Background: an optimization exercise with open tools, aiming at small area, a short achievable clock period and few clock cycles per item. Do not read the settings as production practice. RTL that was checked went through simulation tests only; none was proved equivalent to the original. Function not checked in runs 5 and 6: the RTL went through the layout flow alone. No activity file was given, so power comes from the tool's default toggle rates.

**design/flow/constraint.sdc**
```tcl
create_clock -name core_clock -period 12.0 [get_ports {clk}]
set_input_delay 2.4000 -clock core_clock [delete_from_list [all_inputs] [get_ports {clk}]]
set_output_delay 2.4000 -clock core_clock [all_outputs]
set_load 0.01 [all_outputs]
```
**design/flow/flow/run.sh**
```bash
#!/bin/bash
# The standard layout (standard.sh) with: timing repair aimed below the
# clock period; resizing free of footprint matching; small port buffers
# (repair sizes up the ones on critical paths); ABC's buffers removed before
# placement (repair_design buffers again where needed); CTS without dummy
# loads, clkbuf_16 at the root and branch points and clkbuf_8 at the leaves,
# each leaf driving up to 16 registers.
# Each tool's output stays in orfs/logs; make's own output in flow_make.log.
set -euo pipefail
bash standard.sh SETUP_SLACK_MARGIN=8.6 MATCH_CELL_FOOTPRINT=0 REMOVE_ABC_BUFFERS=1 \
  "BUFFER_PORTS_ARGS=-buffer_cell sky130_fd_sc_hd__buf_1" \
  "CTS_ARGS=-sink_clustering_enable -sink_clustering_size 16 -sink_clustering_max_diameter 80 -repair_clock_nets -dont_use_dummy_load -root_buf sky130_fd_sc_hd__clkbuf_16 -tree_buf sky130_fd_sc_hd__clkbuf_16 -buf_list sky130_fd_sc_hd__clkbuf_8" \
  finish > flow_make.log 2>&1
```
**design/flow/design.v**
```verilog
module fxc_conv (
    input  wire        clk,
    input  wire        rst,         
    input  wire        in_valid,
    output wire        in_ready,
    input  wire [31:0] in_cmd,
    input  wire [63:0] in_opnd,
    output reg         out_valid,
    output reg  [63:0] out_data,
    output reg  [1:0]  out_cause,   
    output reg  [2:0]  out_rd
);
    assign in_ready = 1'b1;
    integer i;
    wire [3:0] op  = in_cmd[31:28];
    wire [1:0] ws  = in_cmd[7:6];
    wire [5:0] n   = in_cmd[5:0];
    wire op_ok   = !op[3] && (op[2:0] != 3'd0);
    wire is_conv = (op[2:1] == 2'b11);
    wire row_ok  = op_ok && (in_cmd[27:14] == 14'd0) &&
                   (is_conv || (in_cmd[13:11] == 3'd0));
    wire fmt_ok  = ws[1] ? (ws[0] || !n[5]) : (!n[5] && !n[4] && (ws[0] || !n[3]));
    wire [1:0] cause = !row_ok ? 2'd1 : (!fmt_ok ? 2'd2 : 2'd0);
    wire [1:0] asel = (op == 4'd6) ? 2'd2 : ws;
    reg [63:0] u_in;
    always @(*) begin
        case (asel)
            2'd0:    u_in = {in_opnd[7:0],  56'd0};
            2'd1:    u_in = {in_opnd[15:0], 48'd0};
            2'd2:    u_in = {in_opnd[31:0], 32'd0};
            default: u_in = in_opnd;
        endcase
    end
    reg        v0;
    reg [63:0] u0;
    reg [2:0]  op0;
    reg [1:0]  ws0;
    reg [5:0]  n0;
    reg [2:0]  rd0;
    reg [1:0]  c0;
    always @(posedge clk) begin
        if (rst) v0 <= 1'b0;
        else     v0 <= in_valid;
        u0  <= u_in;
        op0 <= op[2:0];
        ws0 <= ws;
        n0  <= n;
        rd0 <= (cause == 2'd0) ? in_cmd[10:8] : 3'd0;
        c0  <= cause;
    end
    wire ok0      = (c0 == 2'd0);
    wire is_scale = ok0 && (op0 == 3'd1);
    wire is_fmax  = ok0 && (op0 == 3'd2);
    wire is_fmin  = ok0 && (op0 == 3'd3);
    wire is_lmax  = ok0 && (op0 == 3'd4);
    wire is_lmin  = ok0 && (op0 == 3'd5);
    wire is_tofix = ok0 && (op0 == 3'd6);
    wire is_toflt = ok0 && (op0 == 3'd7);
    reg [5:0] wm1, w64;
    always @(*) begin
        case (ws0)
            2'd0:    begin wm1 = 6'd7;  w64 = 6'd56; end
            2'd1:    begin wm1 = 6'd15; w64 = 6'd48; end
            2'd2:    begin wm1 = 6'd31; w64 = 6'd32; end
            default: begin wm1 = 6'd63; w64 = 6'd0;  end
        endcase
    end
    wire [7:0] kexp   = {2'b00, wm1 - n0} + 8'd127;
    wire [7:0] kexpm1 = {2'b00, wm1 - n0} + 8'd126;
    wire        us = u0[63];
    wire [62:0] t  = u0[62:0] ^ {63{us}};
    reg  [5:0]  lzc;
    always @(*) begin
        lzc = 6'd63;
        for (i = 0; i < 63; i = i + 1)
            if (t[i]) lzc = 6'd62 - i[5:0];
    end
    wire tzero = (t == 63'd0);
    reg [63:0] x_flt;
    always @(*) begin
        x_flt[63] = 1'b0;
        for (i = 0; i < 63; i = i + 1)
            x_flt[i] = u0[62 - i];
    end
    wire        f_s = u0[63];
    wire [7:0]  f_e = u0[62:55];
    wire [22:0] f_m = u0[54:32];
    wire        f_nan = (f_e == 8'hFF) && (f_m != 23'd0);
    wire        f_sat = (f_e >= kexp);              
    wire        f_neg = f_s && !f_nan;              
    wire [8:0]  f_q   = {1'b0, f_e} + {3'b000, n0};
    wire        f_big = (f_q <= 9'd126);            
    wire [5:0]  f_r   = 6'd62 - f_q[5:0];           
    reg [63:0] x1;
    reg [5:0]  a1;
    always @(*) begin
        x1 = 64'd0;
        if (is_toflt) x1 = x_flt;
        if (is_tofix) x1 = {~f_s, f_m ^ {23{f_s}}, {40{f_s}}};
        if (is_scale || is_fmin) x1 = {1'b1, 63'd0};
        if (is_fmax)  x1 = {1'b0, {63{1'b1}}};
        if (is_lmax)  x1 = {64{1'b1}};
        a1 = 6'd0;
        if (is_toflt) a1 = lzc;
        if (is_tofix) a1 = f_r;
        if (is_fmax || is_fmin) a1 = w64;
        if (is_scale) a1 = ~n0;
    end
    reg        v1;
    reg [63:0] x1_q;
    reg [5:0]  a1_q;
    reg        fill1, sgn1, flt1, zr1, neg1, lim1, limlo1, kill1;
    reg [1:0]  ws1;
    reg [7:0]  ke1;
    reg [2:0]  rd1;
    reg [1:0]  c1;
    always @(posedge clk) begin
        if (rst) v1 <= 1'b0;
        else     v1 <= v0;
        x1_q  <= x1;
        a1_q  <= a1;
        fill1 <= (is_tofix && f_s) || is_fmin || is_lmax;
        sgn1  <= is_toflt ? us : is_lmin;
        flt1  <= is_toflt || is_lmax || is_lmin;
        zr1   <= is_toflt && tzero && !us;
        neg1  <= is_tofix && f_s && !f_sat && !f_big;
        lim1  <= is_tofix && f_sat;
        limlo1 <= f_neg;
        kill1 <= is_tofix && f_big;
        ws1   <= ws0;
        ke1   <= kexpm1;
        rd1   <= rd0;
        c1    <= c0;
    end
    wire [127:0] sh_in  = {{64{fill1}}, x1_q};
    wire [127:0] sh_out = sh_in >> a1_q;
    reg [63:0] fix_max;
    always @(*) begin
        case (ws1)
            2'd0:    fix_max = 64'h0000_0000_0000_007F;
            2'd1:    fix_max = 64'h0000_0000_0000_7FFF;
            2'd2:    fix_max = 64'h0000_0000_7FFF_FFFF;
            default: fix_max = 64'h7FFF_FFFF_FFFF_FFFF;
        endcase
    end
    wire [63:0] r2_in = lim1 ? (limlo1 ? ~fix_max : fix_max) : (kill1 ? 64'd0 : sh_out[63:0]);
    wire [7:0]   e2     = zr1 ? 8'd0 : (ke1 - {2'b00, a1_q});
    reg        v2;
    reg [63:0] r2;
    reg [7:0]  e2_q;
    reg        sgn2, flt2, neg2;
    reg [2:0]  rd2;
    reg [1:0]  c2;
    always @(posedge clk) begin
        if (rst) v2 <= 1'b0;
        else     v2 <= v1;
        r2   <= r2_in;
        e2_q <= e2;
        sgn2 <= sgn1;
        flt2 <= flt1;
        neg2 <= neg1;
        rd2  <= rd1;
        c2   <= c1;
    end
    reg [22:0] mant;
    always @(*) begin
        for (i = 0; i < 23; i = i + 1)
            mant[i] = r2[23 - i] ^ sgn2;        
    end
    wire g   = r2[24] ^ sgn2;                   
    wire l   = r2[23] ^ sgn2;                   
    wire st  = |r2[63:25];                      
    wire inc = sgn2 ? (g || (!st && l)) : (g && (st || l));
    reg [22:0] mant_p1;
    always @(*) begin
        mant_p1[0] = !mant[0];
        for (i = 1; i < 23; i = i + 1)
            mant_p1[i] = mant[i] ^ (&(mant | ~((23'd1 << i) - 23'd1)));
    end
    wire [22:0] frac = inc ? mant_p1 : mant;
    wire        ovf  = (&mant) && inc;
    wire [7:0]  fexp = ovf ? (e2_q + 8'd1) : e2_q;
    reg [63:0] fix_res;
    always @(*) begin
        fix_res[0] = r2[0] ^ neg2;
        for (i = 1; i < 64; i = i + 1)
            fix_res[i] = r2[i] ^ (neg2 && (&(r2 | ~((64'd1 << i) - 64'd1))));
    end
    always @(posedge clk) begin
        if (rst) out_valid <= 1'b0;
        else     out_valid <= v2;
        out_data  <= flt2 ? {32'd0, sgn2, fexp, frac} : fix_res;
        out_cause <= c2;
        out_rd    <= rd2;
    end
endmodule
```
**design/flow/standard.sh**
```bash
#!/bin/bash
# synth_recipe.tcl (not shown) runs the flow's synth.tcl, then flattens the netlist and writes it again
# the make line also repeats each setting of config.mk as NAME=value (left out here)
make -C /OpenROAD-flow-scripts/flow DESIGN_CONFIG=/design/flow/config.mk WORK_HOME=/design/flow/orfs CLKGATE_MAP_FILE= SYNTH_SCRIPT=/design/flow/synth_recipe.tcl "${@:-finish}"
```
**design/flow/config.mk**
```make
export PLATFORM = sky130hd
export DESIGN_NAME = fxc_conv
export DESIGN_NICKNAME = fxc_conv
export VERILOG_FILES = /design/flow/design.v
export SDC_FILE = /design/flow/constraint.sdc
export NUM_CORES = 4
export LEC_CHECK = 0
export CAP_MARGIN = 20
export CORE_MARGIN = 2
export CORE_UTILIZATION = 45
export SLEW_MARGIN = 20
```
==> summary.txt, run 1 <==
- Critical path origin: out_cause[1]
- First-pass GRT wire length: 88.1 mm
- Final setup viols: 0
- EDFF count, synth: 0
- Setup Skew: roughly 0.032 ns
- Most frequent cells in the layout: dfxtp_1, nand2_1, o21ai_0
- Final TNS setup: 0 ns
- Final period utilization: 0.282
- Ant diodes: 0
- Most common cell after layout, fill and taps aside: dfxtp_1
- Hold-fix buffers, CTS: 0
- Final #Nets: about 2400
- Worst Path Arrival: 0.98 ns
- Wirelength per Cell: between 20 and 25 um
- Core Box Area: around 42000 um2
- Sequential group share of total power: 0.608
- R2R Path Start: u0[63]
- Critical path required time: approximately 9.6 ns
- CTS tree: yes
- Critical path endpoint category: output pin
- FF-to-FF End: a1_q[3]
- Clock root cell: clkbuf_16
- Crit path time final: 3.38 ns
- Starting DRT DRC Count: 1601
- Warnings, synthesis: 1
- Die Area: 43700 um2
- Post-Synthesis Cells: 2253
- P_sw: 525 uW
- Vias in the first global route: 15718
- Routed Antenna Nets: 0
- R2R setup slack: ~9 ns
- Global placer's final weighted congestion: ~0.94
- FF-to-FF path depth: 8
- Drt first pass iters: 6
- Area delta synth->final: 6.75%
- Slew of the pin with the lowest slew margin: between 1 and 1.5 ns
- IO Count: 170
- Worst path cell trace: buf_6
- Initial antenna violation count: 0
- Status: no timing/DRC/antenna violations
- Synth Flop Type: dfxtp_1
- GRT Overall Usage: 0.254
- CTS buffer count: 25
- Routed vias/inst: around 6
- Setup CP Type: flop to output pin
- Synth Cell Area: ~19000 um2
- CP top delay family: flip-flops
- Total vias in the final route: about 17000
- Gate power share: 0.112
- CP startpoint kind: flop
- Final instance area: about 20000 um2
- Chip Height: 209 um
- Cell row count: 75
- Hold Fails Final Rpt: 0
- Routed wire length: about 57 mm
- Clock slew at reported path FFs: 0.10 ns
- HP Class: flop to flop
- Max Buffers Root-to-Sink: 3
- H-tree levels: 1
- Maximum VDD drop: roughly 0.079 mV
- Die width: around 210 um
- Final max-slew violation count: 0
- Dpl hpwl: roughly 43 mm
- Post-placement setup slack: approximately 8 ns
- Levels on crit path: 1
- Power Density: 96.1 nW/um2
- Synth Register Bits: 326
- Max Cap Viol: 0
- Post-synthesis sequential area ratio: 0.345
- Int Pwr: between 1 and 1.5 mW
- CP bufs+invs: 1
- Slew headroom: 0.296
- Initial core utilization: 0.453
- Setup crit end: out_cause[1]
- Clock Sinks: 326
- Ys async rst share: 0
- Mean post-synth cell area: approximately 8.4 um2
- Pin count of the biggest net entering global routing: slightly below 90
- RSZ-0062 raised after global routing: yes
- Crit-path max FO: 1
- Critical path's slowest cell: dfxtp_2
- Netlist cell types: 89
- Static leakage: between 7 and 8 nW
- Setup WS post-layout: roughly 8.6 ns
- Cell depth of the worst hold path: 0
- Fmax: 0.296 GHz
- Power share of the clock group: 0.280
- Post-DP Area: ~20000 um2
- Share of layout cells above drive strength 1: 0.110
- # port buffers: approximately 170
- Switching part of the total: 0.270
- Slowest stage delay, CP: roughly 0.34 ns
- Clock latency (worst-skew pair): 0.54 ns
- DRC errors left: 0
- Grt total ovfl: 0
power groups by stage:
stage / clock network [mW] / logic (mW) / registers, mW
finish: 0.544 / 0.217 / 1.18
global route: 0.601 / 0.243 / 1.18
CTS: 0.568 / 0.216 / 1.18
detailed placement: 0 / 0.215 / 1.20
global placement: 0 / 0.209 / 1.20
floorplan: 0 / 0.150 / 1.18
logic make-up after synthesis:
kind of cell    count (synthesis)  share of synthesized area
mux                           172                      0.133
other cells                     1                   0.000198
simple gates                  831                      0.213
compound gates                550                      0.182
buf+inv                       224                     0.0504
flops                         326                      0.345
xor+xnor                      117                     0.0541
fa+ha+maj                      32                     0.0223
Yosys cell counts (all sizes together) (51+ instances only):
cell,number,area share
nand3,66,0.019
buf,51,0.015
a21oi,125,0.033
mux4,62,0.074
xor2,57,0.026
clkbuf,131,0.027
nor2,170,0.034
dfxtp,326,0.34
nor3,61,0.016
nand2,290,0.058
xnor2,60,0.028
mux2i,96,0.051
o21ai,193,0.051
per-stage QoR:
| step | hold slack, ns | std cells | total power, mW | utilization |
|---|---|---|---|---|
| CTS | 0.338 | 2820 | 1.96 | 0.481 |
| global route | 0.343 | 2821 | 2.03 | 0.484 |
| global placement | 0.312 | 2794 | 1.41 | 0.469 |
| finish | 0.334 | 2821 | 1.94 | 0.484 |
| floorplan | 0.310 | 2070 | 1.33 | - |
| detailed placement | 0.312 | 2795 | 1.42 | 0.469 |
routing by layer:
layer | wire length (um) | up-vias | global-route usage
met5 | 0 | - | 0
met4 | 2500 | 0 | 0.113
met3 | 2890 | 131 | 0.0269
met2 | 27300 | 579 | 0.441
met1 | 24200 | 7894 | 0.319
li1 | - | 8160 | -
state kept, by name (all words and copies together) (netlist names), 3 cells and up:
signal	flops
a1_q	6
x1_q	64
u0	64
r2	64
rd2	3
e2_q	8
rd0	3
out_rd	3
n0	6
op0	3
rd1	3
out_data	64
ke1	8
area by class of cell:
| cell class | count | area, um2 |
|---|---|---|
| clock buffer | 25 | 378 |
| timing repair buffer | 187 | 962 |
| multi-input combinational | 1703 | 11500 |
| inverter | 41 | 154 |
| tap | 539 | 674 |
| fill | 4035 | 21500 |
| sequential | 326 | 6560 |
timing repair:
item / CTS / global route
hold endpoints to repair: 0 / 0
endpoints found under the setup margin: 61 / 115
buffers inserted: 0 / 1
gates resized for setup: 89 / 61
pin swaps: 0 / 1
worst min-delay path by stage:
stage | from | to | slack (ns)
finish | rd2[2] | out_rd[2] | 0.33
global route | rd2[1] | out_rd[1] | 0.34
CTS | rd2[1] | out_rd[1] | 0.34
detailed placement | c1[1] | c2[1] | 0.31
global placement | rd0[2] | rd1[2] | 0.31
floorplan | c1[0] | c2[0] | 0.31
Testbench counts, summed over its fixed seeds: cycles 24,024, items 24,000.
==> run 2, diff against run 1 <==
--- a/design/flow/config.mk
+++ b/design/flow/config.mk
@@ -9,3 +9,4 @@
 export CORE_MARGIN = 2
 export CORE_UTILIZATION = 45
 export SLEW_MARGIN = 20
+export TNS_END_PERCENT = 0
==> summary.txt, run 2 <==
- P_sw: 525 uW (about the same)
- EDFF count, synth: 0 (unchanged)
- Die Area: 43700 um2 (unchanged)
- Critical path endpoint category: output pin
- Post-Synthesis Cells: 2253 (unchanged)
- Clock slew at reported path FFs: 0.10 ns (about the same)
- Wirelength per Cell: 20.1 um (-0.19%)
- Gate power share: 0.112 (about the same)
- Setup Skew: 0.0303 ns (-0.00219 ns)
- Area delta synth->final: 5.71%
- DRC errors left: 0 (unchanged)
- Power Density: 97.0 nW/um2 (+0.96%)
- Simple-Gate Fraction of Synth Area: 0.213 (unchanged)
- Sequential group share of total power: 0.608 (about the same)
- Vias in the first global route: 15718 (unchanged)
- Cell row count: 75 (unchanged)
- Clock Sinks: 326 (unchanged)
- Setup CP Type: flop to output pin
- Die width: 209 um (unchanged)
- Mean post-synth cell area: 8.40 um2 (unchanged)
- H-tree levels: 1 (unchanged)
- Mux contribution to synthesized area: 0.133 (unchanged)
- Drt first pass iters: 6 (unchanged)
- Max Buffers Root-to-Sink: 3 (unchanged)
- Post-DP Area: 19600 um2 (unchanged)
- Worst path cell trace: clkbuf_2
- Slew headroom: 0.299 (+0.00330)
- Status: no timing/DRC/antenna violations
- Finished Core Util: 0.479 (-0.00473)
- IO Count: 170 (unchanged)
- Post-placement setup slack: 8.05 ns (unchanged)
- Static leakage: 7.66 nW (-3.0%)
- Fmax: 0.295 GHz (-0.36%)
- GRT Overall Usage: 0.254 (about the same)
- Largest family of logic cells by synthesized area: simple AND/OR/NAND/NOR gates
- Dpl hpwl: 43.2 mm (unchanged)
- Clock latency (worst-skew pair): 0.54 ns (about the same)
- CP bufs+invs: 1 (unchanged)
- Final period utilization: 0.283 (+0.00101)
- # port buffers: 168 (unchanged)
- Complex-gate fraction of the synthesized area: 0.182 (unchanged)
- Synth top area share: 0.345 (unchanged)
- Total vias in the final route: 16692 (-0.43%)
- CP startpoint kind: flop
- Power share of the clock group: 0.280 (about the same)
- Slew of the pin with the lowest slew margin: 1.05 ns (-0.00494 ns)
- Final setup viols: 0 (unchanged)
- Routed vias/inst: 5.92 (-0.39%)
- Post-synthesis sequential area ratio: 0.345 (unchanged)
- Routed Antenna Nets: 0 (unchanged)
- Worst Path Arrival: 1.00 ns (+0.02 ns)
- HP Class: flop to flop
- Initial antenna violation count: 0 (unchanged)
- Crit path time final: 3.40 ns (+0.0122 ns)
- Ant diodes: 0 (unchanged)
- Clock root cell: clkbuf_16
- # Post-CTS Setup Buffers: 0 (unchanged)
- Max Cap Viol: 0 (unchanged)
- Synth Register Bits: 326 (unchanged)
- Final max-slew violation count: 0 (unchanged)
- Global placer's final weighted congestion: 0.940 (unchanged)
- Dpl cells: 2795 (unchanged)
- Initial core utilization: 0.453 (unchanged)
- Slowest stage delay, CP: 0.34 ns (about the same)
- Synth Cell Area: 18900 um2 (unchanged)
- Hold Fails Final Rpt: 0 (unchanged)
- Final #Nets: 2414 (-0.041%)
- Final instance area: 20000 um2 (-0.98%)
- Crit-path max FO: 1 (unchanged)
- Chip Height: 209 um (unchanged)
- Maximum VDD drop: 0.0782 mV (-0.46%)
- Most common cell after layout, fill and taps aside: dfxtp_1
- Critical path's slowest cell: dfxtp_2
- CTS buffer count: 25 (unchanged)
- Warnings, synthesis: 1 (unchanged)
- Grt total ovfl: 0 (unchanged)
- Met2 Use GR: 0.441 (about the same)
- Cells taking the most area after synthesis: dfxtp_1, mux4_2, nand2_1, mux2i_1, o21ai_0
- Non-filler cells in the finished layout: 2820 (-0.035%)
- Routed wire length: 56.7 mm (-0.22%)
- Switching part of the total: 0.270 (about the same)
- First-pass GRT wire length: 88.0 mm (about the same)
- CP top delay family: flip-flops
- Synth Flop Type: dfxtp_1
- Synth Area in Adders: 0.0223 (unchanged)
- Critical path required time: 9.60 ns (about the same)
- Ys async rst share: 0 (unchanged)
- Top-count cell post-synth: dfxtp_1
- Grt peak-use layer: met2
- Int Pwr: 1.42 mW (about the same)
- Leading area contributor after synthesis: dfxtp_1
- Final TNS setup: 0 ns (unchanged)
- RSZ-0062 raised after global routing: yes
- Met3 usage: 0.0269 (unchanged)
- Share of layout cells above drive strength 1: 0.0807 (-0.0293)
- Core Box Area: 41800 um2 (unchanged)
- Most frequent cells after synthesis: dfxtp_1, nand2_1, o21ai_0, nor2_1, clkbuf_1
- Starting DRT DRC Count: 1632 (+1.9%)
- CTS tree: yes
- Setup WS post-layout: 8.60 ns (-0.0122 ns)
- Most frequent cells in the layout: dfxtp_1, nand2_1, o21ai_0
- Pin count of the biggest net entering global routing: 87 (unchanged)
- Met1 Usage GRT: 0.319 (about the same)
- Post-synthesis xor/xnor area fraction: 0.0541 (unchanged)
- Netlist cell types: 89 (unchanged)
[run 2: cell counts after synthesis]
No cell type changed its count.
[run 2: area by class of cell]
type	instances	area, um2
Fill cell	4066	21700
Multi-Input combinational cell	1703	11500
Inverter	41	154
Tap cell	539	674
Timing Repair Buffer	186	792
Clock buffer	25	378
Sequential cell	326	6540
[run 2: worst paths after layout]
check | startpoint | to | slack (ns) | cells past startpoint
min reg2reg | rd2[1] | out_rd[1] | 0.33 | 0
min | rd2[1] | out_rd[1] | 0.33 | 0
max reg2reg | u0[63] | a1_q[3] | 8.73 | 8
max | out_cause[1] | out_cause[1] | 8.60 | 1
[run 2: repair_timing]
item,CTS,global route
resized for setup,19,1
hold buffers,0,0
endpoints found under the setup margin,61,126
[run 2: worst reg2reg max path, delay by kind of cell, from the launching register on]
kind                   cells  cell delay, ns
AO/OA/AOI/OAI              4            0.95
AND/OR/NAND/NOR            3            0.80
buffers and inverters      1            0.74
flip-flops                 1            0.62
[run 2: power groups by stage]
| stage | clock, mW | combinational (mW) | sequential, mW |
|---|---|---|---|
| 5_1_grt | 0.601 | 0.243 | 1.18 |
| 3_5_place_dp | 0 | 0.215 | 1.20 |
| 4_1_cts | 0.568 | 0.215 | 1.18 |
| 6_report | 0.543 | 0.217 | 1.18 |
| 3_3_place_gp | 0 | 0.209 | 1.20 |
| 2_1_floorplan | 0 | 0.150 | 1.18 |
[run 2: kinds of logic (layout without fill, tap and decap cells)]
logic type / Yosys count / count (layout)
buffers and inverters: 224 / 252
XOR/XNOR: 117 / 117
AND/OR/NAND/NOR: 831 / 831
other: 1 / 1
flip-flops: 326 / 326
AO/OA/AOI/OAI: 550 / 550
adder cells (fa/ha/maj): 32 / 32
multiplexers: 172 / 172
[run 2: through the flow]
step	power [mW]	hold WS, ns
final	1.94	0.334
after detailed placement	1.42	0.312
after floorplan	1.33	0.310
after global routing	2.03	0.343
after global placement	1.41	0.312
after CTS	1.96	0.338
[run 2: metal layers]
| layer | vias to the layer above | routed length (um) |
|---|---|---|
| li1 | 8149 | - |
| met1 | 7845 | 24300 |
| met2 | 569 | 27100 |
| met3 | 129 | 2830 |
| met4 | 0 | 2540 |
| met5 | - | 0 |
==> run 3, diff against run 2 <==
--- a/design/flow/config.mk
+++ b/design/flow/config.mk
@@ -8,5 +8,6 @@
 export CAP_MARGIN = 20
 export CORE_MARGIN = 2
 export CORE_UTILIZATION = 45
+export PLACE_DENSITY = 0.75
 export SLEW_MARGIN = 20
 export TNS_END_PERCENT = 0
==> summary.txt, run 3 <==
- Status: no timing/DRC/antenna violations
- First-pass GRT wire length: 84.5 mm (-4.0%)
- Cell row count: 75 (unchanged)
- Wirelength per Cell: 19.1 um (-5.2%)
- Initial core utilization: 0.453 (unchanged)
- DRC errors left: 0 (unchanged)
- Static leakage: 7.64 nW (-0.26%)
- Top-count cell post-synth: dfxtp_1
- Global placer's final weighted congestion: 0.940 (about the same)
- Crit path time final: 3.40 ns (+0.00186 ns)
- Mean post-synth cell area: 8.40 um2 (unchanged)
- R2R Path Start: u0[55]
- Critical path required time: 12.37 ns (+2.77 ns)
- Fill cell count: 3995 (-1.7%)
- Routed wire length: 53.8 mm (-5.1%)
- Final setup viols: 0 (unchanged)
- # port buffers: 168 (unchanged)
- HP Class: flop to flop
- Synth Register Bits: 326 (unchanged)
- Die width: 209 um (unchanged)
- Grt peak-use layer: met2
- Ys async rst share: 0 (unchanged)
- Warnings, synthesis: 1 (unchanged)
- Synth Cell Area: 18900 um2 (unchanged)
- CTS tree: yes
- Core Box Area: 41800 um2 (unchanged)
- Die Area: 43700 um2 (unchanged)
- Chip Height: 209 um (unchanged)
- Most frequent cells in the layout: dfxtp_1, nand2_1, o21ai_0
- Synth top area share: 0.345 (unchanged)
- Met2 Use GR: 0.399 (-0.0422)
- GRT Overall Usage: 0.239 (-0.0153)
- Most frequent cells after synthesis: dfxtp_1, nand2_1, o21ai_0, nor2_1, clkbuf_1
- Final instance area: 20000 um2 (about the same)
- Worst Path Arrival: 3.77 ns (+2.77 ns)
- Pin count of the biggest net entering global routing: 94 (+8.0%)
- Final #Nets: 2416 (+0.083%)
- Clock latency (worst-skew pair): 0.54 ns (about the same)
- Post-Synthesis Cells: 2253 (unchanged)
- R2R setup slack: 8.65 ns (-0.08 ns)
- Setup CP Type: input pin to flop
- Setup Skew: 0.0594 ns (+0.0291 ns)
- Share of layout cells above drive strength 1: 0.0767 (-0.00401)
- Max Cap Viol: 0 (unchanged)
- Final max-slew violation count: 0 (unchanged)
- Total vias in the final route: 16880 (+1.1%)
- FF-to-FF path depth: 9 (+1)
- Critical path endpoint category: flop
- Synth Flop Type: dfxtp_1
- EDFF count, synth: 0 (unchanged)
- Dpl hpwl: 40.9 mm (-5.3%)
- Routed vias/inst: 5.98 (+1.1%)
- Routed Antenna Nets: 0 (unchanged)
- Met3 usage: 0.0290 (+0.00210)
- Slew of the pin with the lowest slew margin: 1.07 ns (+0.0219 ns)
- RSZ-0062 raised after global routing: yes
- Met1 Usage GRT: 0.315 (-0.00362)
- Ant diodes: 0 (unchanged)
- FF-to-FF End: kill1
- H-tree levels: 1 (unchanged)
- Final TNS setup: 0 ns (unchanged)
- Power Density: 97.0 nW/um2 (about the same)
- Leading area contributor after synthesis: dfxtp_1
- Drt first pass iters: 5 (-1)
- Hold Fails Final Rpt: 0 (unchanged)
- Clock slew at reported path FFs: 0.09 ns (about the same)
- Hold Startpoint: rd2[2]
- Post-synthesis sequential area ratio: 0.345 (unchanged)
- Hold endpoint: out_rd[2]
- Final period utilization: 0.283 (about the same)
- Fmax: 0.294 GHz (about the same)
- Cell depth of the worst hold path: 0 (unchanged)
- CP startpoint kind: input pin
- Post-DP Area: 19600 um2 (about the same)
- Hold WS: 0.313 ns (-0.0219 ns)
- Clock Sinks: 326 (unchanged)
- IO Count: 170 (unchanged)
- Starting DRT DRC Count: 2117 (+30%)
- CTS buffer count: 26 (+4.0%)
- Crit-path max FO: 10 (+9)
- Netlist cell types: 89 (unchanged)
- Slew headroom: 0.282 (-0.0172)
- Area delta synth->final: 5.78% (about the same)
- Initial antenna violation count: 1 (+1)
- Vias in the first global route: 15823 (+0.67%)
- Grt total ovfl: 0 (unchanged)
- Clock root cell: clkbuf_16
- Most common cell after layout, fill and taps aside: dfxtp_1
- Maximum VDD drop: 0.0728 mV (-7.0%)
- Cells taking the most area after synthesis: dfxtp_1, mux4_2, nand2_1, mux2i_1, o21ai_0
- Max Buffers Root-to-Sink: 3 (unchanged)
-- run 3: cell counts after synthesis --
Identical to the previous run, type by type.
-- run 3: worst max-delay path by stage --
| stage | from | endpoint | slack, ns | depth (start not counted) |
|---|---|---|---|---|
| after floorplan | a1_q[0] | e2_q[7] | 7.61 | 8 |
| after global placement | in_cmd[6] | u0[38] | 8.21 | 5 |
| after detailed placement | in_cmd[6] | u0[11] | 8.08 | 5 |
| after CTS | out_rd[1] | out_rd[1] | 8.58 | 1 |
| after global routing | a1_q[0] | r2[24] | 8.45 | 8 |
| final | in_cmd[29] | u0[61] | 8.60 | 7 |
-- run 3: cell families after synthesis --
kind of cell    count (synthesis)  synth area share
compound gates                550             0.182
xor+xnor                      117            0.0541
fa+ha+maj                      32            0.0223
buf+inv                       224            0.0504
flops                         326             0.345
mux                           172             0.133
other cells                     1          0.000198
simple gates                  831             0.213
-- run 3: worst max-delay path, cell delays in order --
cell	delay, ns
buf_1	0.14
nand2_1	0.10
or3_1	0.46
nand2_1	0.34
nor2_1	0.09
a21oi_1	0.12
o21ai_0	0.12
-- run 3: per-stage QoR --
| stage | utilization | std cells | setup slack (ns) | power (mW) |
|---|---|---|---|---|
| global route | 0.480 | 2822 | 8.45 | 2.02 |
| global placement | 0.469 | 2794 | 8.21 | 1.40 |
| finish | 0.480 | 2822 | 8.60 | 1.94 |
| CTS | 0.479 | 2820 | 8.58 | 1.96 |
| detailed placement | 0.469 | 2794 | 8.08 | 1.41 |
| floorplan | - | 2070 | 7.61 | 1.33 |
-- run 3: cell type report --
type / count / area, um2 / share of cell area
multi-input cells: 1703 / 11500 / 0.573
flip-flops and latches: 326 / 6540 / 0.326
repair buffers: 187 / 796 / 0.0397
inverters: 41 / 154 / 0.00769
well taps: 539 / 674 / 0.0337
clock buffers: 26 / 392 / 0.0196
-- run 3: layer usage --
layer | vias to the layer above | part of all wire
li1 | 8156 | -
met1 | 7899 | 0.43
met2 | 699 | 0.47
met3 | 126 | 0.060
met4 | 0 | 0.041
met5 | - | 0
-- run 3: what timing repair did --
action | CTS | global route
setup endpoints to repair | 22 | 125
pin swaps | 0 | 0
gates cloned | 0 | 0
resized for setup | 9 | 1
hold buffers | 0 | 0
setup buffers | 0 | 0
-- run 3: where the power goes --
group	switching, mW	internal (mW)
combinational	0.122	0.0963
clock	0.328	0.217
sequential	0.0676	1.11
==> run 4, diff against run 3 <==
--- a/design/flow/flow/run.sh
+++ b/design/flow/flow/run.sh
@@ -7,7 +7,7 @@
 # each leaf driving up to 16 registers.
 # Each tool's output stays in orfs/logs; make's own output in flow_make.log.
 set -euo pipefail
-bash standard.sh SETUP_SLACK_MARGIN=8.6 MATCH_CELL_FOOTPRINT=0 REMOVE_ABC_BUFFERS=1 \
+bash standard.sh SETUP_SLACK_MARGIN=8.5 MATCH_CELL_FOOTPRINT=0 REMOVE_ABC_BUFFERS=1 \
   "BUFFER_PORTS_ARGS=-buffer_cell sky130_fd_sc_hd__buf_1" \
   "CTS_ARGS=-sink_clustering_enable -sink_clustering_size 16 -sink_clustering_max_diameter 80 -repair_clock_nets -dont_use_dummy_load -root_buf sky130_fd_sc_hd__clkbuf_16 -tree_buf sky130_fd_sc_hd__clkbuf_16 -buf_list sky130_fd_sc_hd__clkbuf_8" \
   finish > flow_make.log 2>&1
--- a/design/flow/config.mk
+++ b/design/flow/config.mk
@@ -8,6 +8,5 @@
 export CAP_MARGIN = 20
 export CORE_MARGIN = 2
 export CORE_UTILIZATION = 45
-export PLACE_DENSITY = 0.75
 export SLEW_MARGIN = 20
-export TNS_END_PERCENT = 0
+export TNS_END_PERCENT = 10
==> summary.txt, run 4 <==
- Routed Antenna Nets: 0 (unchanged)
- Fmax: 0.292 GHz (-0.98%)
- Top-count cell post-synth: dfxtp_1
- Most common cell after layout, fill and taps aside: dfxtp_1
- IO Count: 170 (unchanged)
- DRC errors left: 0 (unchanged)
- Clock slew at reported path FFs: 0.10 ns (about the same)
- Crit path time final: 3.43 ns (+0.0335 ns)
- Sequential group share of total power: 0.608 (about the same)
- Routed wire length: 56.7 mm (+5.4%)
- Setup Skew: 0.0296 ns (-0.0297 ns)
- HP Class: flop to flop
- Worst path cell trace: buf_1
- Power Density: 97.1 nW/um2 (+0.16%)
- Global placer's final weighted congestion: 0.940 (about the same)
- CP top delay family: flip-flops
- FF-to-FF End: r2[20]
- Critical path origin: out_cause[1]
- Core Box Area: 41800 um2 (unchanged)
- Synth Register Bits: 326 (unchanged)
- Clock root cell: clkbuf_16
- Levels on crit path: 1 (-6)
- R2R Path Start: a1_q[0]
- Wirelength per Cell: 20.1 um (+5.5%)
- Fill cell count: 4063 (+1.7%)
- Synth Flop Type: dfxtp_1
- Post-placement setup slack: 8.05 ns (-0.0330 ns)
- Initial core utilization: 0.453 (unchanged)
- Chip Height: 209 um (unchanged)
- Final period utilization: 0.286 (+0.00279)
- CTS buffer count: 25 (-3.8%)
- Final max-slew violation count: 0 (unchanged)
- H-tree levels: 1 (unchanged)
- Mean post-synth cell area: 8.40 um2 (unchanged)
- Int Pwr: 1.42 mW (-0.52%)
- Final setup viols: 0 (unchanged)
- Hold Startpoint: rd2[1]
- EDFF count, synth: 0 (unchanged)
- First-pass GRT wire length: 88.0 mm (+4.1%)
- Maximum VDD drop: 0.0695 mV (-4.5%)
- FF-to-FF path depth: 8 (-1)
- Vias in the first global route: 15715 (-0.68%)
- Synth Area in Adders: 0.0223 (unchanged)
- Max Buffers Root-to-Sink: 3 (unchanged)
- Slowest stage delay, CP: 0.34 ns (-0.12 ns)
- Hold Fails Final Rpt: 0 (unchanged)
- Static leakage: 7.60 nW (-0.51%)
- Power share of the clock group: 0.280 (about the same)
- P_sw: 525 uW (+1.4%)
- Synth top area share: 0.345 (unchanged)
- Die Area: 43700 um2 (unchanged)
- Hold-fix buffers, CTS: 0 (unchanged)
- CP bufs+invs: 1 (unchanged)
- Critical path required time: 9.60 ns (-2.77 ns)
- Complex-gate fraction of the synthesized area: 0.182 (unchanged)
- Mux contribution to synthesized area: 0.133 (unchanged)
- Max Cap Viol: 0 (unchanged)
- Setup crit end: out_cause[1]
- Die width: 209 um (unchanged)
- Dpl hpwl: 43.2 mm (+5.6%)
- Grt total ovfl: 0 (unchanged)
- Overall Power: 1.94 mW (about the same)
- Drt first pass iters: 6 (+1)
- Most frequent cells in the layout: dfxtp_1, nand2_1, o21ai_0
- Largest family of logic cells by synthesized area: simple AND/OR/NAND/NOR gates
- RSZ-0062 raised after global routing: yes
- Ys async rst share: 0 (unchanged)
- Clock Sinks: 326 (unchanged)
- Starting DRT DRC Count: 1735 (-18%)
- Switching part of the total: 0.270 (+0.00370)
- Share of layout cells above drive strength 1: 0.0723 (-0.00432)
- Pin count of the biggest net entering global routing: 87 (-7.4%)
- Post-synthesis sequential area ratio: 0.345 (unchanged)
- GRT Overall Usage: 0.254 (+0.0151)
- Gate power share: 0.112 (about the same)
- # port buffers: 168 (unchanged)
- Hold WS: 0.334 ns (+0.0218 ns)
- CP startpoint kind: flop
- Slew of the pin with the lowest slew margin: 1.07 ns (-0.00502 ns)
- Total vias in the final route: 16776 (-0.62%)
- Setup CP Type: flop to output pin
- Leading area contributor after synthesis: dfxtp_1
- Simple-Gate Fraction of Synth Area: 0.213 (unchanged)
- Area delta synth->final: 5.58%
- Post-synthesis xor/xnor area fraction: 0.0541 (unchanged)
- Critical path endpoint category: output pin
- R2R setup slack: 8.74 ns (+0.09 ns)
- Most frequent cells after synthesis: dfxtp_1, nand2_1, o21ai_0, nor2_1, clkbuf_1
- Slew headroom: 0.288 (+0.00599)
- Cell row count: 75 (unchanged)
- Setup WS post-layout: 8.57 ns (-0.0335 ns)
- Initial antenna violation count: 0 (-1)
- Warnings, synthesis: 1 (unchanged)
- Routed vias/inst: 5.95 (-0.55%)
- Final #Nets: 2414 (-0.083%)
- Critical path's slowest cell: dfxtp_1
- Worst Path Arrival: 1.03 ns (-2.74 ns)
- CTS tree: yes
- Cells taking the most area after synthesis: dfxtp_1, mux4_2, nand2_1, mux2i_1, o21ai_0
- Post-Synthesis Cells: 2253 (unchanged)
- Ant diodes: 0 (unchanged)
- Netlist cell types: 89 (unchanged)
- Final TNS setup: 0 ns (unchanged)
- Status: no timing/DRC/antenna violations
- Clock latency (worst-skew pair): 0.53 ns (about the same)
- Finished Core Util: 0.479 (-0.000869)
- Crit-path max FO: 1 (-9)
- Synth Cell Area: 18900 um2 (unchanged)
[run 4: cell counts after synthesis]
No cell type changed its count.
[run 4: power by group through the flow]
stage / logic [mW] / registers [mW] / clock network (mW)
after floorplan: 0.150 / 1.18 / 0
after CTS: 0.215 / 1.18 / 0.568
final: 0.217 / 1.18 / 0.543
after detailed placement: 0.215 / 1.20 / 0
after global placement: 0.209 / 1.20 / 0
after global routing: 0.243 / 1.18 / 0.601
[run 4: worst min-delay path by stage]
stage               cells past startpoint        end
CTS                                     0  out_rd[1]
global placement                        0     rd1[2]
global route                            0  out_rd[1]
finish                                  0  out_rd[1]
floorplan                               0      c2[0]
detailed placement                      0      c2[1]
[run 4: cells by family (layout without fill, tap and decap cells)]
| family | Yosys count | after routing |
|---|---|---|
| AO/OA/AOI/OAI | 550 | 550 |
| XOR/XNOR | 117 | 117 |
| adder cells (fa/ha/maj) | 32 | 32 |
| buffers and inverters | 224 | 252 |
| flip-flops | 326 | 326 |
| multiplexers | 172 | 172 |
| other | 1 | 1 |
| AND/OR/NAND/NOR | 831 | 831 |
[run 4: repair_timing]
item,in CTS,in global routing
buffers inserted,0,0
gates resized for setup,0,1
endpoints found under the setup margin,0,34
[run 4: metrics by stage]
step / cell area [um2] / std cells
3_3_place_gp: 19600 / 2794
6_report: 20000 / 2820
4_1_cts: 20000 / 2820
3_5_place_dp: 19600 / 2795
5_1_grt: 20000 / 2820
2_1_floorplan: 18100 / 2070
[run 4: cell type report]
class                   count  area [um2]  area share
multi-input cells        1703       11500       0.574
flip-flops and latches    326        6540       0.327
repair buffers            186         771      0.0386
well taps                 539         674      0.0337
clock buffers              25         378      0.0189
inverters                  41         154     0.00770
[run 4: layer usage]
layer / vias up / track usage / routed length (um)
li1: 8156 / - / -
met2: 564 / 0.441 / 27100
met3: 132 / 0.0269 / 2960
met1: 7924 / 0.318 / 24100
met5: - / 0 / 0
met4: 0 / 0.113 / 2520
==> run 5, diff against run 4 <==
--- a/design/flow/design.v
+++ b/design/flow/design.v
@@ -11,7 +11,7 @@
     output reg  [2:0]  out_rd
 );
     assign in_ready = 1'b1;
-    integer i;
+    integer i, k;
     wire [3:0] op  = in_cmd[31:28];
     wire [1:0] ws  = in_cmd[7:6];
     wire [5:0] n   = in_cmd[5:0];
@@ -68,14 +68,37 @@
     wire [7:0] kexp   = {2'b00, wm1 - n0} + 8'd127;
     wire [7:0] kexpm1 = {2'b00, wm1 - n0} + 8'd126;
     wire        us = u0[63];
-    wire [62:0] t  = u0[62:0] ^ {63{us}};
-    reg  [5:0]  lzc;
-    always @(*) begin
-        lzc = 6'd63;
-        for (i = 0; i < 63; i = i + 1)
-            if (t[i]) lzc = 6'd62 - i[5:0];
-    end
-    wire tzero = (t == 63'd0);
+    wire [63:0] tl = {u0[62:0] ^ {63{us}}, 1'b1};
+    wire [31:0] z1;  wire [31:0] c1_;
+    wire [15:0] z2;  wire [31:0] c2_;
+    wire [7:0]  z3;  wire [23:0] c3_;
+    wire [3:0]  z4;  wire [15:0] c4_;
+    wire [1:0]  z5;  wire [9:0]  c5_;
+    genvar gi;
+    generate
+        for (gi = 0; gi < 32; gi = gi + 1) begin : lz1
+            assign z1[gi]  = !(tl[2*gi+1] | tl[2*gi]);
+            assign c1_[gi] = !tl[2*gi+1];
+        end
+        for (gi = 0; gi < 16; gi = gi + 1) begin : lz2
+            assign z2[gi] = z1[2*gi+1] & z1[2*gi];
+            assign c2_[2*gi+1:2*gi] = z1[2*gi+1] ? {1'b1, c1_[2*gi]} : {1'b0, c1_[2*gi+1]};
+        end
+        for (gi = 0; gi < 8; gi = gi + 1) begin : lz3
+            assign z3[gi] = z2[2*gi+1] & z2[2*gi];
+            assign c3_[3*gi+2:3*gi] = z2[2*gi+1] ? {1'b1, c2_[4*gi+1:4*gi]} : {1'b0, c2_[4*gi+3:4*gi+2]};
+        end
+        for (gi = 0; gi < 4; gi = gi + 1) begin : lz4
+            assign z4[gi] = z3[2*gi+1] & z3[2*gi];
+            assign c4_[4*gi+3:4*gi] = z3[2*gi+1] ? {1'b1, c3_[6*gi+2:6*gi]} : {1'b0, c3_[6*gi+5:6*gi+3]};
+        end
+        for (gi = 0; gi < 2; gi = gi + 1) begin : lz5
+            assign z5[gi] = z4[2*gi+1] & z4[2*gi];
+            assign c5_[5*gi+4:5*gi] = z4[2*gi+1] ? {1'b1, c4_[8*gi+3:8*gi]} : {1'b0, c4_[8*gi+7:8*gi+4]};
+        end
+    endgenerate
+    wire [5:0] lzc   = z5[1] ? {1'b1, c5_[4:0]} : {1'b0, c5_[9:5]};
+    wire       tzero = (u0[62:0] == {63{us}});
     reg [63:0] x_flt;
     always @(*) begin
         x_flt[63] = 1'b0;
@@ -171,21 +194,25 @@
     wire l   = r2[23] ^ sgn2;                   
     wire st  = |r2[63:25];                      
     wire inc = sgn2 ? (g || (!st && l)) : (g && (st || l));
-    reg [22:0] mant_p1;
-    always @(*) begin
-        mant_p1[0] = !mant[0];
-        for (i = 1; i < 23; i = i + 1)
-            mant_p1[i] = mant[i] ^ (&(mant | ~((23'd1 << i) - 23'd1)));
-    end
+    reg [31:0] mpa [0:5];
+    always @(*) begin
+        mpa[0] = {9'd0, mant};
+        for (k = 0; k < 5; k = k + 1)
+            for (i = 0; i < 32; i = i + 1)
+                mpa[k+1][i] = ((i >> k) & 1) ? (mpa[k][i] & mpa[k][((i >> k) << k) - 1]) : mpa[k][i];
+    end
+    wire [22:0] mant_p1 = mant ^ {mpa[5][21:0], 1'b1};
     wire [22:0] frac = inc ? mant_p1 : mant;
     wire        ovf  = (&mant) && inc;
     wire [7:0]  fexp = ovf ? (e2_q + 8'd1) : e2_q;
-    reg [63:0] fix_res;
-    always @(*) begin
-        fix_res[0] = r2[0] ^ neg2;
-        for (i = 1; i < 64; i = i + 1)
-            fix_res[i] = r2[i] ^ (neg2 && (&(r2 | ~((64'd1 << i) - 64'd1))));
-    end
+    reg [63:0] rpa [0:6];
+    always @(*) begin
+        rpa[0] = r2;
+        for (k = 0; k < 6; k = k + 1)
+            for (i = 0; i < 64; i = i + 1)
+                rpa[k+1][i] = ((i >> k) & 1) ? (rpa[k][i] & rpa[k][((i >> k) << k) - 1]) : rpa[k][i];
+    end
+    wire [63:0] fix_res = r2 ^ ({rpa[6][62:0], 1'b1} & {64{neg2}});
     always @(posedge clk) begin
         if (rst) out_valid <= 1'b0;
         else     out_valid <= v2;
==> design/flow/flow/run.sh (replaced) <==
#!/bin/bash
# The standard layout (standard.sh) with: timing repair aimed below the
# clock period; resizing free of footprint matching; small port buffers
# (repair sizes up the ones on critical paths); ABC's buffers removed before
# CTS without dummy
# loads. Each tool's output stays in orfs/logs; make's output in flow_make.log.
set -euo pipefail
bash standard.sh SETUP_SLACK_MARGIN=8.6 MATCH_CELL_FOOTPRINT=0 \
  "BUFFER_PORTS_ARGS=-buffer_cell sky130_fd_sc_hd__buf_1" \
  "CTS_ARGS=-sink_clustering_enable -repair_clock_nets -dont_use_dummy_load -buf_list sky130_fd_sc_hd__clkbuf_8" \
  finish > flow_make.log 2>&1
--- a/design/flow/config.mk
+++ b/design/flow/config.mk
@@ -5,8 +5,8 @@
 export SDC_FILE = /design/flow/constraint.sdc
 export NUM_CORES = 4
 export LEC_CHECK = 0
+export ABC_AREA = 1
 export CAP_MARGIN = 20
 export CORE_MARGIN = 2
 export CORE_UTILIZATION = 45
 export SLEW_MARGIN = 20
-export TNS_END_PERCENT = 10
==> summary.txt, run 5 <==
- Status: no timing/DRC/antenna violations
- Hold Startpoint: rd1[1]
- Cells taking the most area after synthesis: dfxtp_1, nand2_1, nand3_1, inv_1, o21ai_0
- Met2 wire length: 31.7 mm (+17%)
- Vias in the first global route: 19308 (+23%)
- Routed vias/inst: 5.39 (-9.4%)
- Routed wire length: 65.5 mm (+16%)
- Worst Path Arrival: 1.07 ns (+0.04 ns)
- First-pass GRT wire length: 103 mm (+18%)
- Crit-path max FO: 1 (unchanged)
- Clock latency (worst-skew pair): 0.66 ns (+0.13 ns)
- Leading area contributor after synthesis: dfxtp_1
- Clock slew at reported path FFs: 0.06 ns (-0.04 ns)
- Synth Flop Type: dfxtp_1
- Top-count cell post-synth: nand2_1
- Initial core utilization: 0.457 (+0.00401)
- Hold-fix buffers, CTS: 0 (unchanged)
- Hold endpoint: rd2[1]
- Setup CP Type: flop to output pin
- Area delta synth->final: 9.44%
- Synth top area share: 0.330 (-0.0149)
- FF-to-FF path depth: 14 (+6)
- Critical path's slowest cell: dfxtp_2
- Worst path cell trace: buf_6
- Cell row count: 76 (+1.3%)
- Final max-slew violation count: 0 (unchanged)
- CTS tree: yes
- Synth Cell Area: 19800 um2 (+4.5%)
- Static leakage: 10.2 nW (+34%)
- Share of layout cells above drive strength 1: 0.0928 (+0.0204)
- R2R setup slack: 8.85 ns (+0.11 ns)
- Slowest stage delay, CP: 0.32 ns (-0.02 ns)
- Most frequent cells after synthesis: nand2_1, nand3_1, dfxtp_1, inv_1, nor2_1
- Setup WS post-layout: 8.53 ns (-0.0404 ns)
- Wirelength per Cell: 17.5 um (-13%)
- Dpl hpwl: 49.7 mm (+15%)
- Starting DRT DRC Count: 1589 (-8.4%)
- IO Count: 170 (unchanged)
- Synth Register Bits: 326 (unchanged)
- Pin count of the biggest net entering global routing: 81 (-6.9%)
- Critical path endpoint category: output pin
- Cell depth of the worst hold path: 0 (unchanged)
- Maximum VDD drop: 0.0787 mV (+13%)
- Mean post-synth cell area: 6.42 um2 (-24%)
- Final period utilization: 0.289 (+0.00337)
- Ant diodes: 0 (unchanged)
- Final TNS setup: 0 ns (unchanged)
- GRT Overall Usage: 0.289 (+0.0352)
- Slew headroom: 0.403 (+0.115)
- Chip Height: 214 um (+2.2%)
- Most frequent cells in the layout: nand2_1, nand3_1, dfxtp_1
- Post-synthesis sequential area ratio: 0.330 (-0.0149)
- Die Area: 45700 um2 (+4.4%)
- CTS buffer count: 55 (+120%)
- Hold WS: 0.317 ns (-0.0174 ns)
- Overall Power: 2.17 mW (+12%)
- DRC errors left: 0 (unchanged)
- CP top delay family: flip-flops
- H-tree levels: 2 (+1)
- Max Buffers Root-to-Sink: 3 (unchanged)
- RSZ-0062 raised after global routing: yes
- Warnings, synthesis: 3 (+2)
- Max Cap Viol: 0 (unchanged)
- Netlist cell types: 53 (-40%)
- Slew of the pin with the lowest slew margin: 0.895 ns (-0.174 ns)
- Clock root cell: clkbuf_8
- Final #Nets: 3296 (+37%)
- Setup Skew: 0.0622 ns (+0.0325 ns)
- Top layer in use: met4
- Drt first pass iters: 6 (unchanged)
- Fmax: 0.288 GHz (-1.2%)
- Hold Fails Final Rpt: 0 (unchanged)
- Crit path time final: 3.47 ns (+0.0404 ns)
- Post-placement setup slack: 7.63 ns (-0.421 ns)
- Power Density: 100 nW/um2 (+3.4%)
- Critical path required time: 9.60 ns (about the same)
- Ys async rst share: 0 (unchanged)
- R2R Path Start: ws0[1]
- Met3 wire length: 3.27 mm (+11%)
- CP startpoint kind: flop
- Die width: 214 um (+2.2%)
- Clock Sinks: 326 (unchanged)
- Grt total ovfl: 0 (unchanged)
- CP bufs+invs: 1 (unchanged)
- Most common cell after layout, fill and taps aside: nand2_1
- M1 wire length: 28.0 mm (+16%)
- # port buffers: 168 (unchanged)
- Core Box Area: 43300 um2 (+3.6%)
- Initial antenna violation count: 1 (+1)
- Total vias in the final route: 20179 (+20%)
- Final setup viols: 0 (unchanged)
- HP Class: flop to flop
- Routed Antenna Nets: 0 (unchanged)
- Post-Synthesis Cells: 3081 (+37%)
- EDFF count, synth: 0 (unchanged)
- Global placer's final weighted congestion: 0.970 (+3.1%)
- FF-to-FF End: neg1
[run 5: changes by cell type in the layout (fill, tap and decap cells not counted), sizes merged, moves of 42 or more]
cell | before | now
nand2 | 290 | 893
nand3 | 66 | 517
inv | 40 | 254
mux2i | 96 | 13
mux4 | 62 | 0
nor2 | 170 | 216
and2 | 49 | 7
[run 5: worst max path at each step]
stage,start,end,slack [ns],cells after the start
floorplan,in_cmd[28],u0[0],8.60,6
global placement,in_cmd[30],u0[13],7.16,7
detailed placement,in_cmd[30],u0[19],7.63,7
CTS,out_data[47],out_data[47],8.48,1
global route,out_data[49],out_data[49],8.48,1
finish,out_data[30],out_data[30],8.53,1
[run 5: repair_timing]
| item | 4_1_cts | 5_1_grt |
|---|---|---|
| setup endpoints to repair | 132 | 103 |
| setup buffers | 1 | 2 |
| cloned | 2 | 0 |
| gates resized for setup | 153 | 47 |
| pin swaps | 1 | 1 |
[run 5: kinds of logic after synthesis]
| group | after synthesis | share of synthesized area |
|---|---|---|
| adder cells (fa/ha/maj) | 36 | 0.0239 |
| flip-flops | 326 | 0.330 |
| AO/OA/AOI/OAI | 389 | 0.105 |
| buffers and inverters | 433 | 0.0900 |
| multiplexers | 14 | 0.00714 |
| XOR/XNOR | 93 | 0.0448 |
| AND/OR/NAND/NOR | 1789 | 0.399 |
| other | 1 | 0.000190 |
[run 5: per-layer routing]
layer,up-vias,GRT usage
met4,0,0.127
li1,10188,-
met3,120,0.0369
met1,9244,0.360
met5,-,0
met2,627,0.500
[run 5: report_power, final]
part           internal (mW)  switching [mW]  total [mW]
registers               1.11          0.0390        1.15
logic                 0.0842           0.151       0.235
clock network          0.400           0.390       0.790
[run 5: cell type report]
type                       instances  area, um2
inverter                         259        976
multi-input combinational       2323      11500
tap                              585        732
timing repair buffer             195       1090
timing repair inverter             1       7.51
clock buffer                      55        757
fill                            4522      21600
sequential                       326       6570
[run 5: through the flow]
step	utilization	area (um2)	std cells
2_1_floorplan	-	19800	3081
3_3_place_gp	0.475	20500	3684
3_5_place_dp	0.475	20600	3684
4_1_cts	0.496	21500	3742
5_1_grt	0.501	21700	3744
6_report	0.501	21700	3744
==> run 6, diff against run 5 <==
==> design/flow/flow/run.sh (replaced) <==
#!/bin/bash
# The standard layout (standard.sh) with: timing repair aimed below the
# clock period; resizing free of footprint matching; small port buffers
# (repair sizes up the ones on critical paths); ABC's buffers removed before
# placement (repair_design buffers again where needed); CTS without dummy
# loads. Each tool's output stays in orfs/logs; make's output in flow_make.log.
set -euo pipefail
bash standard.sh SETUP_SLACK_MARGIN=8.6 MATCH_CELL_FOOTPRINT=0 REMOVE_ABC_BUFFERS=1 \
  "BUFFER_PORTS_ARGS=-buffer_cell sky130_fd_sc_hd__buf_1" \
  "CTS_ARGS=-sink_clustering_enable -repair_clock_nets -dont_use_dummy_load -buf_list sky130_fd_sc_hd__clkbuf_8" \
  finish > flow_make.log 2>&1
==> summary.txt, run 6 <==
- Status: no timing/DRC/antenna violations
- Core Box Area: 43300 um2 (unchanged)
- Post-placement setup slack: 7.66 ns (+0.0260 ns)
- Critical path required time: 9.60 ns (about the same)
- Clock slew at reported path FFs: 0.06 ns (about the same)
- Cell row count: 76 (unchanged)
- Most frequent cells in the layout: nand2_1, nand3_1, dfxtp_1
- Cells taking the most area after synthesis: dfxtp_1, nand2_1, nand3_1, inv_1, o21ai_0
- Final TNS setup: 0 ns (unchanged)
- Worst path cell trace: buf_6
- Fmax: 0.289 GHz (+0.23%)
- Clock root cell: clkbuf_8
- EDFF count, synth: 0 (unchanged)
- Worst Path Arrival: 1.06 ns (about the same)
- Setup Skew: 0.0577 ns (-0.00447 ns)
- CP bufs+invs: 1 (unchanged)
- Synth top area share: 0.330 (unchanged)
- Leading area contributor after synthesis: dfxtp_1
- Routed wire length: 66.1 mm (+0.94%)
- Chip Height: 214 um (unchanged)
- Clock Sinks: 326 (unchanged)
- Slew headroom: 0.379 (-0.0241)
- Starting DRT DRC Count: 1641 (+3.3%)
- IO Count: 170 (unchanged)
- Pin count of the biggest net entering global routing: 81 (unchanged)
- Max Buffers Root-to-Sink: 3 (unchanged)
- Drt first pass iters: 6 (unchanged)
- Ys async rst share: 0 (unchanged)
- Final setup viols: 0 (unchanged)
- Clock latency (worst-skew pair): 0.64 ns (-0.02 ns)
- Mean post-synth cell area: 6.42 um2 (unchanged)
- Hold-fix buffers, CTS: 0 (unchanged)
- Top-count cell post-synth: nand2_1
- Netlist cell types: 53 (unchanged)
- Setup CP Type: flop to output pin
- Synth Register Bits: 326 (unchanged)
- Wirelength per Cell: 17.7 um (+1.0%)
- CP top delay family: flip-flops
- Hold Fails Final Rpt: 0 (unchanged)
- Ant diodes: 0 (unchanged)
- H-tree levels: 2 (unchanged)
- GRT Overall Usage: 0.291 (+0.00240)
- Final #Nets: 3292 (-0.12%)
- Most frequent cells after synthesis: nand2_1, nand3_1, dfxtp_1, inv_1, nor2_1
- Synth Flop Type: dfxtp_1
- Dpl hpwl: 50.0 mm (+0.62%)
- CP startpoint kind: flop
- Initial core utilization: 0.457 (unchanged)
- Most common cell after layout, fill and taps aside: nand2_1
- Area delta synth->final: 8.94%
- Final max-slew violation count: 0 (unchanged)
- Share of layout cells above drive strength 1: 0.0878 (-0.00495)
- Post-synthesis sequential area ratio: 0.330 (unchanged)
- Post-Synthesis Cells: 3081 (unchanged)
- Vias in the first global route: 19270 (-0.20%)
- HP Class: flop to flop
- Max Cap Viol: 0 (unchanged)
- Total vias in the final route: 20341 (+0.80%)
- Final period utilization: 0.289 (-0.000675)
- Initial antenna violation count: 0 (-1)
- Routed Antenna Nets: 0 (unchanged)
- Critical path's slowest cell: dfxtp_2
- Synth Cell Area: 19800 um2 (unchanged)
- Setup WS post-layout: 8.54 ns (+0.00810 ns)
- DRC errors left: 0 (unchanged)
- Crit-path max FO: 1 (unchanged)
- Die width: 214 um (unchanged)
- Crit path time final: 3.46 ns (-0.00810 ns)
- Slowest stage delay, CP: 0.32 ns (about the same)
- Routed vias/inst: 5.44 (+0.91%)
- Maximum VDD drop: 0.0746 mV (-5.3%)
- Power Density: 101 nW/um2 (+1.0%)
- Fill cell count: 4557 (+0.77%)
- First-pass GRT wire length: 104 mm (+0.53%)
- Global placer's final weighted congestion: 0.932 (-3.9%)
- Slew of the pin with the lowest slew margin: 0.930 ns (+0.0350 ns)
- Warnings, synthesis: 3 (unchanged)
- CTS tree: yes
- Static leakage: 10.2 nW (-0.20%)
- Sequential cell area: 6560 um2 (-0.19%)
- RSZ-0062 raised after global routing: yes
- # port buffers: 168 (unchanged)
- Area occupied by multi-input gates: 11500 um2 (about the same)
- Grt total ovfl: 0 (unchanged)
- Die Area: 45700 um2 (unchanged)
- Critical path endpoint category: output pin
- CTS buffer count: 55 (unchanged)
run 6: cell counts after synthesis:
No cell type changed its count.
run 6: through the flow:
| step | cells | hold WS, ns | power (mW) | area (um2) | util |
|---|---|---|---|---|---|
| 6_report | 3740 | 0.325 | 2.19 | 21600 | 0.498 |
| 5_1_grt | 3740 | 0.335 | 2.29 | 21600 | 0.498 |
| 4_1_cts | 3739 | 0.326 | 2.21 | 21400 | 0.495 |
| 3_5_place_dp | 3683 | 0.312 | 1.41 | 20500 | 0.475 |
| 3_3_place_gp | 3683 | 0.313 | 1.40 | 20500 | 0.475 |
| 2_1_floorplan | 2907 | 0.310 | 1.32 | 19000 | - |
run 6: layer usage:
metal | track usage | vias to the layer above | share of wire
li1 | - | 10211 | -
met1 | 0.368 | 9334 | 0.43
met2 | 0.502 | 668 | 0.48
met3 | 0.0403 | 128 | 0.049
met4 | 0.113 | 0 | 0.039
met5 | 0 | - | 0
run 6: worst paths after layout:
path,start,endpoint,slack (ns),cells after the start
worst max register to register,ws0[1],neg1,8.94,14
worst min-delay path,rd0[0],rd1[0],0.32,0
worst min register to register,rd0[0],rd1[0],0.32,0
worst max-delay path,out_data[54],out_data[54],8.54,1
run 6: report_power, final:
group	total (mW)	internal [mW]	leakage [nW]	switching [mW]
sequential	1.16	1.11	2.66	0.0459
combinational	0.235	0.0838	7.13	0.151
clock	0.796	0.400	0.395	0.396
run 6: logic make-up (layout without fill, tap and decap cells):
family	Yosys count	after routing	share of synthesized area
adders and majority gates	36	36	0.0239
other	1	1	0.000190
muxes	14	14	0.00714
buffers and inverters	433	507	0.0900
xor gates and xnor gates	93	93	0.0448
AOI/OAI and AO/OA	389	389	0.105
DFF	326	326	0.330
and+or+nand+nor	1789	1789	0.399
run 6: final cells by class:
class                      count  area share
sequential                   326       0.304
tap                          585      0.0340
timing repair inverter         1    0.000348
timing repair buffer         192      0.0471
multi-input combinational   2322       0.534
inverter                     259      0.0453
clock buffer                  55      0.0351
run 6: repair_timing:
item                       CTS  global route
setup buffers                0             1
gates cloned                 1             0
setup endpoints to repair  134           103
gates resized for setup    145            37

==> afterwards: timing with drivers on the ports <==
In the flow no input, the clock included, has a driving cell. The finished layouts below were timed again as built, in two steps.
Step 1 sets driving cells, clkbuf_16 on the clock port and buf_2 on the other inputs (assumed; they add their load-dependent delay and slew).
Step 2 adds t to the input delays and takes it off the output delays; t is the mean of the earliest and latest rising clock arrival at the registers after step 1. Input paths then give back, and output paths get back, about the clock's delay inside the block.
a / b / c = ideal / step 1 / step 2; a / b = the first two.
run	t (ns)	setup WS [ns]	slew at the worst register clock pin (ns)
run 1	0.574	8.617 / 8.566 / 8.156	0.11 / 0.11
run 2	0.572	8.605 / 8.553 / 8.141	0.11 / 0.11
run 3	0.564	8.603 / 8.558 / 8.067	0.10 / 0.10
run 4	0.570	8.569 / 8.518 / 8.133	0.10 / 0.10
run 5	0.685	8.529 / 8.472 / 8.146	0.07 / 0.07
run 6	0.665	8.537 / 8.483 / 8.037	0.06 / 0.06
After both steps every run listed still meets setup and hold. The setup slack of run 3, which loses most, moves by -0.045 ns with the drivers and by -0.536 ns with both steps.
